This is an optimization exercise on Yosys and OpenROAD, whose aim is small area, not a production implementation.
Only simulation tests tie the RTL to the original design; equivalence was not proved.
Power and IR drop assume default switching activity.

--- flow/design.v ---
module fmcf_crc_step (
    input  wire [15:0] crc_in,
    input  wire [7:0]  data,
    output reg  [15:0] crc_out
);
    integer k;
    always @* begin
        crc_out = crc_in ^ {8'h00, data};
        for (k = 0; k < 8; k = k + 1) begin
            if (crc_out[0])
                crc_out = (crc_out >> 1) ^ 16'hA001;
            else
                crc_out = crc_out >> 1;
        end
    end
endmodule
module fmcf #(
    parameter MAX_FRAME = 128
) (
    input  wire        clk,
    input  wire        rst,
    input  wire        cmd_valid,
    input  wire [11:0] cmd,
    output reg         rsp_valid,
    output reg  [19:0] rsp,
    output wire        tx_valid,
    output wire [8:0]  tx_word,
    input  wire        tx_take,
    input  wire        rx_valid,
    input  wire [9:0]  rx_ev
);
    localparam NROW = MAX_FRAME - 2;
    localparam [1:0] M_IDLE = 2'd0, M_TXBUILD = 2'd1, M_TXPEND = 2'd2, M_RX = 2'd3;
    localparam [2:0] R_NONE = 3'd0, R_OK = 3'd1, R_MALFORMED = 3'd2,
                     R_CHECKSUM = 3'd3, R_TIMEOUT = 3'd4;
    localparam [3:0] E_OK = 4'd0, E_ILLEGAL = 4'd1, E_BUSY = 4'd2, E_SHORT = 4'd3,
                     E_FULL = 4'd4, E_NOFRAME = 4'd5, E_RANGE = 4'd6;
    localparam [3:0] OP_NOP = 4'h0, OP_CRC_INIT = 4'h1, OP_CRC_UPD = 4'h2,
                     OP_CRC_RD = 4'h3, OP_TX_BEGIN = 4'h4, OP_TX_PUSH = 4'h5,
                     OP_TX_END = 4'h6, OP_TX_ABORT = 4'h7, OP_RX_ARM = 4'h8,
                     OP_RX_RD = 4'h9, OP_RD_STAT = 4'hA, OP_RD_RXLEN = 4'hB,
                     OP_RD_TXLEN = 4'hC;
    reg [15:0] crc;
    reg [1:0]  mode;
    reg [7:0]  txlen;
    reg [6:0]  txpos;
    reg [7:0]  rxlen;
    reg [2:0]  result;
    reg        ovr;
    reg        autoarm;
    reg [6:0]  txlen_n;    
    reg [6:0]  rxwa;       
    reg [7:0]  rxb0;       
    reg [7:0]  rxb1;       
    reg        par;
    wire [3:0] op  = cmd[11:8];
    wire [7:0] arg = cmd[7:0];
    wire m_idle = (mode == M_IDLE);
    wire m_txb  = (mode == M_TXBUILD);
    wire m_txp  = (mode == M_TXPEND);
    wire m_rx   = (mode == M_RX);
    wire [6:0] txpos_p1 = txpos + 7'd1;
    wire [6:0] txpos_p2 = txpos + 7'd2;
    wire       tx_last  = (txpos_p1 == txlen[6:0]);
    wire       tx_crclo = (txpos_p2 == txlen[6:0]);
    wire [7:0] tx_arr;
    assign tx_valid = m_txp;
    assign tx_word  = {tx_last, tx_last ? crc[15:8] : tx_crclo ? crc[7:0] : tx_arr};
    wire       tx_fire = tx_take && m_txp;
    wire [1:0] rx_kind = rx_ev[9:8];
    wire [7:0] rx_byte = rx_ev[7:0];
    wire       rx_act  = rx_valid && m_rx;
    wire       rx_full = rxlen[7];
    wire       rx_put  = rx_act && rx_kind == 2'd0 && !rx_full;
    wire       rx_lag  = rxlen[7:1] != 7'd0;      
    wire [15:0] crc_next;
    fmcf_crc_step u_crc (.crc_in(crc), .data(m_rx ? rxb1 : arg), .crc_out(crc_next));
    reg [2:0] verdict;
    always @* begin
        if (ovr)
            verdict = R_MALFORMED;
        else if (rxlen < 8'd5)
            verdict = R_MALFORMED;
        else if ({rxb0, rxb1} != crc)
            verdict = R_CHECKSUM;
        else
            verdict = R_OK;
    end
    reg illegal;
    always @* begin
        case (op)
            OP_NOP, OP_CRC_INIT, OP_CRC_RD, OP_TX_BEGIN, OP_TX_ABORT, OP_RX_ARM,
            OP_RD_STAT, OP_RD_RXLEN, OP_RD_TXLEN: illegal = (arg != 8'h00);
            OP_TX_END:                            illegal = (arg[7:1] != 7'd0);
            OP_CRC_UPD, OP_TX_PUSH, OP_RX_RD:     illegal = 1'b0;
            default:                              illegal = 1'b1;
        endcase
    end
    wire [7:0] rx_arr;
    wire [7:0] rxlen_m1 = rxlen - 8'd1;
    wire [7:0] rxlen_m2 = rxlen - 8'd2;
    wire [7:0] rx_rd = (arg == rxlen_m1) ? rxb0 : (arg == rxlen_m2) ? rxb1 : rx_arr;
    reg [3:0]  c_err;
    reg [15:0] c_data;
    reg do_crc_init, do_crc_upd, do_tx_begin, do_tx_push, do_tx_end, do_tx_abort, do_rx_arm;
    always @* begin
        c_err       = E_OK;
        c_data      = 16'h0000;
        do_crc_init = 1'b0;
        do_crc_upd  = 1'b0;
        do_tx_begin = 1'b0;
        do_tx_push  = 1'b0;
        do_tx_end   = 1'b0;
        do_tx_abort = 1'b0;
        do_rx_arm   = 1'b0;
        if (illegal) begin
            c_err = E_ILLEGAL;
        end else begin
            case (op)
                OP_NOP: ;
                OP_CRC_INIT:
                    if (!m_idle) c_err = E_BUSY;
                    else do_crc_init = 1'b1;
                OP_CRC_UPD:
                    if (!m_idle) c_err = E_BUSY;
                    else do_crc_upd = 1'b1;
                OP_CRC_RD:
                    c_data = crc;
                OP_TX_BEGIN:
                    if (!m_idle) c_err = E_BUSY;
                    else do_tx_begin = 1'b1;
                OP_TX_PUSH:
                    if (!m_txb) c_err = E_BUSY;
                    else if (txlen >= NROW) c_err = E_FULL;
                    else do_tx_push = 1'b1;
                OP_TX_END:
                    if (!m_txb) c_err = E_BUSY;
                    else if (txlen < 8'd3) c_err = E_SHORT;
                    else do_tx_end = 1'b1;
                OP_TX_ABORT:
                    if (!m_txb) c_err = E_BUSY;
                    else do_tx_abort = 1'b1;
                OP_RX_ARM:
                    if (!m_idle) c_err = E_BUSY;
                    else do_rx_arm = 1'b1;
                OP_RX_RD:
                    if (result != R_OK) c_err = E_NOFRAME;
                    else if (arg >= rxlen) c_err = E_RANGE;
                    else c_data = {8'h00, rx_rd};
                OP_RD_STAT:
                    c_data = {9'd0, autoarm, ovr, result, mode};
                OP_RD_RXLEN:
                    c_data = {8'd0, rxlen};
                OP_RD_TXLEN:
                    c_data = {8'd0, txlen};
                default: ;
            endcase
        end
    end
    wire tx_we = !rst && cmd_valid && do_tx_push;
    wire rx_we = !rst && rx_put && rx_lag;
    wire [7:0] tx_c = arg  ^ {8{par}};
    wire [7:0] rx_c = rxb1 ^ {8{par}};
    wire [6:0] txa_a = txlen[6:0];
    wire [6:0] txa_b = ~txlen_n;
    wire [6:0] rxa_a = rxlen_m2[6:0];
    wire [6:0] rxa_b = rxwa;
    wire [7:0]  tx_xa_lo, tx_ya_lo, rx_xa_lo, rx_ya_lo, tx_rd_lo, rx_rd_lo;
    wire [15:0] tx_xa_hi, tx_ya_hi, rx_xa_hi, rx_ya_hi, tx_rd_hi, rx_rd_hi;
    genvar g;
    generate
        for (g = 0; g < 8; g = g + 1) begin : g_lo
            assign tx_xa_lo[g] = tx_we && (txa_a[2:0] == g);
            assign tx_ya_lo[g] = tx_we && (txa_b[2:0] == g);
            assign rx_xa_lo[g] = rx_we && (rxa_a[2:0] == g);
            assign rx_ya_lo[g] = rx_we && (rxa_b[2:0] == g);
            assign tx_rd_lo[g] = (txpos[2:0] == g);
            assign rx_rd_lo[g] = (arg[2:0] == g);
        end
        for (g = 0; g < 16; g = g + 1) begin : g_hi
            assign tx_xa_hi[g] = (txa_a[6:3] == g);
            assign tx_ya_hi[g] = (txa_b[6:3] == g);
            assign rx_xa_hi[g] = (rxa_a[6:3] == g);
            assign rx_ya_hi[g] = (rxa_b[6:3] == g);
            assign tx_rd_hi[g] = (txpos[6:3] == g);
            assign rx_rd_hi[g] = (arg[6:3] == g);
        end
    endgenerate
    wire [8*NROW-1:0] tx_q, rx_q;
    wire [8*NROW-1:0] tx_and, rx_and;
    generate
        for (g = 0; g < NROW; g = g + 1) begin : g_row
            wire tx_x = tx_xa_lo[g % 8] & tx_xa_hi[g / 8];
            wire tx_y = ~(tx_ya_lo[g % 8] & tx_ya_hi[g / 8]);
            wire rx_x = rx_xa_lo[g % 8] & rx_xa_hi[g / 8];
            wire rx_y = ~(rx_ya_lo[g % 8] & rx_ya_hi[g / 8]);
            reg [7:0] txm;
            reg [7:0] rxm;
            always @(posedge clk) begin
                txm <= ~((txm | {8{tx_x}}) & ({8{tx_y}} | tx_c));
                rxm <= ~((rxm | {8{rx_x}}) & ({8{rx_y}} | rx_c));
            end
            wire tx_s = tx_rd_lo[g % 8] & tx_rd_hi[g / 8];
            wire rx_s = rx_rd_lo[g % 8] & rx_rd_hi[g / 8];
            assign tx_and[8*g +: 8] = txm & {8{tx_s}};
            assign rx_and[8*g +: 8] = rxm & {8{rx_s}};
        end
    endgenerate
    reg [7:0] tx_or, rx_or;
    integer i;
    always @* begin
        tx_or = 8'h00;
        rx_or = 8'h00;
        for (i = 0; i < NROW; i = i + 1) begin
            tx_or = tx_or | tx_and[8*i +: 8];
            rx_or = rx_or | rx_and[8*i +: 8];
        end
    end
    assign tx_arr = tx_or ^ {8{par}};
    assign rx_arr = rx_or ^ {8{par}};
    wire arm = (cmd_valid && do_rx_arm) || (tx_fire && tx_last && autoarm);
    always @(posedge clk) begin
        rsp <= {c_err, c_data};
        par <= ~par & ~rst;
        if (tx_we)
            txlen_n <= txlen_n - 7'd1;
        else if (cmd_valid && do_tx_begin)
            txlen_n <= 7'h7F;
        if (rx_put) begin
            rxb1 <= rxb0;
            rxb0 <= rx_byte;
        end
        if (arm)
            rxwa <= 7'h7E;
        else if (rx_put)
            rxwa <= rxwa + 7'd1;
    end
    always @(posedge clk) begin
        if (rst) begin
            rsp_valid <= 1'b0;
            crc       <= 16'hFFFF;
            mode      <= M_IDLE;
            txlen     <= 8'd0;
            txpos     <= 7'd0;
            rxlen     <= 8'd0;
            result    <= R_NONE;
            ovr       <= 1'b0;
            autoarm   <= 1'b0;
        end else begin
            rsp_valid <= cmd_valid;
            if (cmd_valid) begin
                if (do_crc_init)
                    crc <= 16'hFFFF;
                if (do_crc_upd)
                    crc <= crc_next;
                if (do_tx_begin) begin
                    mode  <= M_TXBUILD;
                    crc   <= 16'hFFFF;
                    txlen <= 8'd0;
                end
                if (do_tx_push) begin
                    crc   <= crc_next;
                    txlen <= txlen + 8'd1;
                end
                if (do_tx_end) begin
                    txlen   <= txlen + 8'd2;
                    txpos   <= 7'd0;
                    autoarm <= arg[0];
                    mode    <= M_TXPEND;
                end
                if (do_tx_abort) begin
                    mode  <= M_IDLE;
                    txlen <= 8'd0;
                end
            end
            if (tx_fire) begin
                txpos <= txpos_p1;
                if (tx_last && !autoarm)
                    mode <= M_IDLE;
            end
            if (arm) begin
                mode   <= M_RX;
                crc    <= 16'hFFFF;
                rxlen  <= 8'd0;
                ovr    <= 1'b0;
                result <= R_NONE;
            end
            if (rx_act) begin
                case (rx_kind)
                    2'd0: begin
                        if (rx_full) begin
                            ovr <= 1'b1;
                        end else begin
                            if (rx_lag)
                                crc <= crc_next;
                            rxlen <= rxlen + 8'd1;
                        end
                    end
                    2'd1: begin
                        result <= verdict;
                        mode   <= M_IDLE;
                    end
                    2'd2: begin
                        if (rxlen == 8'd0)
                            result <= R_TIMEOUT;
                        else
                            result <= verdict;
                        mode <= M_IDLE;
                    end
                    default: ;
                endcase
            end
        end
    end
endmodule
--- flow/flow/run.sh ---
#!/bin/bash
set -o pipefail
export CTS_ARGS="-sink_clustering_enable -repair_clock_nets -dont_use_dummy_load -buf_list sky130_fd_sc_hd__clkbuf_16 -sink_clustering_size 24 -sink_clustering_max_diameter 110"
bash standard.sh > standard.log 2>&1
--- flow/standard.sh ---
#!/bin/bash
# synth_recipe.tcl (not shown) runs the flow's synth.tcl, then flattens the netlist and writes it again
# the make line also repeats each setting of config.mk as NAME=value (left out here)
make -C /OpenROAD-flow-scripts/flow DESIGN_CONFIG=/design/flow/config.mk WORK_HOME=/design/flow/orfs CLKGATE_MAP_FILE= SYNTH_SCRIPT=/design/flow/synth_recipe.tcl "${@:-finish}"
--- flow/config.mk ---
export PLATFORM = sky130hd
export DESIGN_NAME = fmcf
export DESIGN_NICKNAME = fmcf
export VERILOG_FILES = /design/flow/design.v
export SDC_FILE = /design/flow/constraint.sdc
export NUM_CORES = 4
export LEC_CHECK = 0
export CAP_MARGIN = 20
export CORE_MARGIN = 2
export CORE_UTILIZATION = 25
export PLACE_DENSITY = 0.32
export SLEW_MARGIN = 20
--- flow/constraint.sdc ---
create_clock -name core_clock -period 10.0 [get_ports {clk}]
set_input_delay 2.0000 -clock core_clock [delete_from_list [all_inputs] [get_ports {clk}]]
set_output_delay 2.0000 -clock core_clock [all_outputs]
set_load 0.01 [all_outputs]
==> reports/metrics.cfg <==
[status]
status = timing/DRC/antenna clean

[synthesis]
yosys.area.top_type_share = 0.5435
synthTopCellsByArea = dfxtp_1 (54%), o22ai_1 (17%), a22oi_1 (6.8%), nor2_1 (2.6%), nand2_1 (2.4%)
yosysWarnings = 2
synth_cell_type_count = 79
syn_area_mm2 = 0.07699
async_reset_ff_frac = 0
synth_edf_count = 23
ys_seq_area_frac = 0.5524
ys_ff_latch = 2113
synth_nets = 7985
syn_area_per_cell_um2 = 9.728
syn_inst = 7914
synth_area_leader_cell = dfxtp_1
synthFlopType = dfxtp_1

[power_and_ir_drop]
ir_worst_vdd_uv = 141.6
power.density_mw_per_mm2 = 166.0
cellLeakagePower_nw = 29.86

[critical_path]
crit_slowest_cell = nand4_1
critical-path-top-delay-family = simple AND/OR/NAND/NOR gates
arrival_ns = 7.65
worstPathMaxFanout = 22
path_class = flip-flop to output port
end_kind = output port
cp_common_cell = buf_4
r2r.worst_path.cells = 8
rrSetupSlack_ns = 4.43
path_cells = buf_4 > nand2_1 > buf_4 > nor2_1 > buf_4 > a22oi_1 > nand4_1 > or3_1 > nor3_1 > buf_4 > mux2_2 > a221oi_1 > clkdlybuf4s50_1
crit_path_max_incr_delay_ns = 0.85
cp-start-kind = flip-flop
r2r_end = g_row[48].rxm[6]
reg2reg_from = mode[0]
path_buf_inv = 5
cp.required_ns = 8.00

[timing]
drv_slew = 0
finalCritPeriodShare = 0.9651
min_period_ns = 9.651
skew_ns = 0.1137
slew_headroom = 0.1435
timing.fmax_ghz = 0.1036
worst_slew_pin_slew_ns = 1.281
rsz0062_at_grt = false
setup_tns_ns = 0
finalSetupViolCount = 0
hold_viol = 0
worst_slack_ns = 0.3493

[clock_network]
cts_made_buffers = 116
cts_buffer_depth = 4
h-tree-depth = 3
cts_setup_buffers = 0
clk_latency_ns = 0.99
cts.repair.resized = 0
cts_root_buf = clkbuf_16
cts-hold-fix-buffers = 0
clk_pin_slew_worst_paths_ns = 0.10
clock-sinks = 2113
cts_tree = yes

[place]
placed_cell_area_mm2 = 0.08472
portBuffers = 56
dp_slack_ns = 1.678
dp_hpwl_um = 488500
place.gp.congestion = 1.061

[worst_hold_path]
hold_class = flip-flop to flip-flop
min_delay_worst_endpoint = g_row[0].rxm[4]
holdPathStages = 1
min_from = g_row[0].rxm[4]

[floorplan]
fp.dieH_um = 558.9
design.core.area_mm2 = 0.3061
num_rows = 203
io_pins = 58
start_util = 0.2515
die_w_um = 558.9
dieArea_mm2 = 0.3124

[job]
drv_cap = 0

[cells_and_area]
nNetsFinal = 8046
layout_common_cells = dfxtp_1 (2,089), o22ai_1 (2,083), a22oi_1 (695), nand2_1 (482), nor2_1 (456)
drive_above_1_share = 0.09407
final_common_cell = dfxtp_1
fin_area_mm2 = 0.08790
syn_to_final_growth_pct = 14.18

[routing]
ant_nets = 0
dr.pass1.iters = 6
routed_via_density = 6.514
routedWlPerCell_um = 54.59
drt_iter0_drc = 10751
drcViolationCount = 0
drt_wl_total_um = 661300
vias = 78909

[global_route]
grt_usage = 0.4071
grt_first_pass_wirelength_um = 832900
grt_overflow = 0
grt_pass1_vias = 72738
grt_max_degree = 124
antenna_found_initial = 68

## cell usage after synthesis (all sizes together) (14+ instances only)
| library cell | instances |
|---|---|
| a21oi | 90 |
| a221oi | 34 |
| a222oi | 23 |
| a22o | 45 |
| a22oi | 696 |
| a31oi | 28 |
| a32oi | 62 |
| and2 | 16 |
| and3 | 35 |
| buf | 107 |
| clkbuf | 409 |
| dfxtp | 2090 |
| edfxtp | 23 |
| ha | 44 |
| inv | 50 |
| mux2 | 19 |
| mux2i | 33 |
| nand2 | 502 |
| nand2b | 30 |
| nand3 | 268 |
| nand3b | 14 |
| nand4 | 128 |
| nand4b | 16 |
| nor2 | 530 |
| nor2b | 24 |
| nor3 | 89 |
| nor4 | 60 |
| o211ai | 15 |
| o21ai | 42 |
| o22ai | 2084 |
| or4 | 16 |
| xnor2 | 71 |
| xor2 | 35 |
## worst max path at each step
stage | end | depth (start not counted) | from
after floorplan | tx_word[7] | 12 | txpos[6]
after global placement | tx_word[7] | 13 | txpos[3]
after detailed placement | tx_word[7] | 13 | txpos[3]
after CTS | tx_word[7] | 13 | txpos[3]
after global routing | tx_word[7] | 13 | txpos[3]
final | tx_word[7] | 13 | txpos[3]
## power by group
part,internal (mW),switching (mW),total [mW]
registers,8.43,0.0230,8.45
logic,0.163,0.765,0.928
clock network,2.06,3.15,5.21
## cells by family (layout without fill, tap and decap cells)
| logic type | after synthesis | after routing | synth area share |
|---|---|---|---|
| flip-flops | 2113 | 2113 | 0.5524 |
| XOR/XNOR | 106 | 106 | 0.01206 |
| other | 1 | 41 | 0.00004871 |
| AND/OR/NAND/NOR | 1807 | 1807 | 0.1117 |
| AO/OA/AOI/OAI | 3224 | 3224 | 0.2805 |
| multiplexers | 52 | 52 | 0.007070 |
| adder cells (fa/ha/maj) | 44 | 44 | 0.007151 |
| buffers and inverters | 567 | 626 | 0.02901 |
## registers in the layout, indices dropped and copies added (netlist names), 3 cells and up
signal and flops:
g_row.rxm 1008, rxlen 8, txpos 7, g_row.txm 1008, txlen 8, txlen_n 7
result 3, rsp 19, crc 16, rxb0 8, rxwa 7, rxb1 8
## stage by stage
step | utilization | cells | power [mW] | hold WS (ns)
final | 0.2872 | 12113 | 14.59 | 0.4360
after global routing | 0.2869 | 12079 | 14.88 | 0.4420
after floorplan | - | 7914 | 9.026 | 0.4031
after global placement | 0.2765 | 11947 | 9.548 | 0.4164
after CTS | 0.2863 | 12067 | 14.60 | 0.4355
after detailed placement | 0.2768 | 11951 | 9.544 | 0.4189
## area by class of cell
type                            count  area (um2)
Antenna cell                       40       100.1
Clock buffer                      116        2903
Fill cell                       32419      218200
Inverter                           51       191.4
Multi-Input combinational cell   5234       33220
Sequential cell                  2113       42530
Tap cell                         4100        5130
Timing Repair Buffer              459        3829
## layer usage
layer,global-route usage,part of all wire,vias to the layer above
li1,-,-,31405
met1,0.4767,0.38,40674
met2,0.6330,0.44,5201
met3,0.06781,0.069,1593
met4,0.3821,0.11,36
met5,0.0001524,0.00039,-

static timing again, ports no longer ideal:
No port has a modelled driver above. Below, the same layout with a new extraction and two added sets of constraints. Step 1 (the two cells are an assumption about what drives the block):
set clk [get_ports {clk}]
set_driving_cell -lib_cell sky130_fd_sc_hd__clkbuf_16 $clk
set_driving_cell -lib_cell sky130_fd_sc_hd__buf_2 [delete_from_list [all_inputs] $clk]
Step 2 adds t to the input delays and takes it off the output delays; t is the mean of the earliest and latest rising clock arrival at the registers after step 1. Input paths then give back, and output paths get back, about the clock's delay inside the block. Three values: ideal ports, drivers, drivers and shift; two values: the first two.
t, ns: 1.048
setup WS [ns]: 0.349 / 0.234 / 1.282
hold slack, ns: 0.436 / 0.436 / 0.436
clock arrival spread, ns: 0.120 / 0.120
After both steps this run still meets setup and hold. For this run, drivers alone change the setup slack by -0.115 ns; drivers and shift together by +0.933 ns.
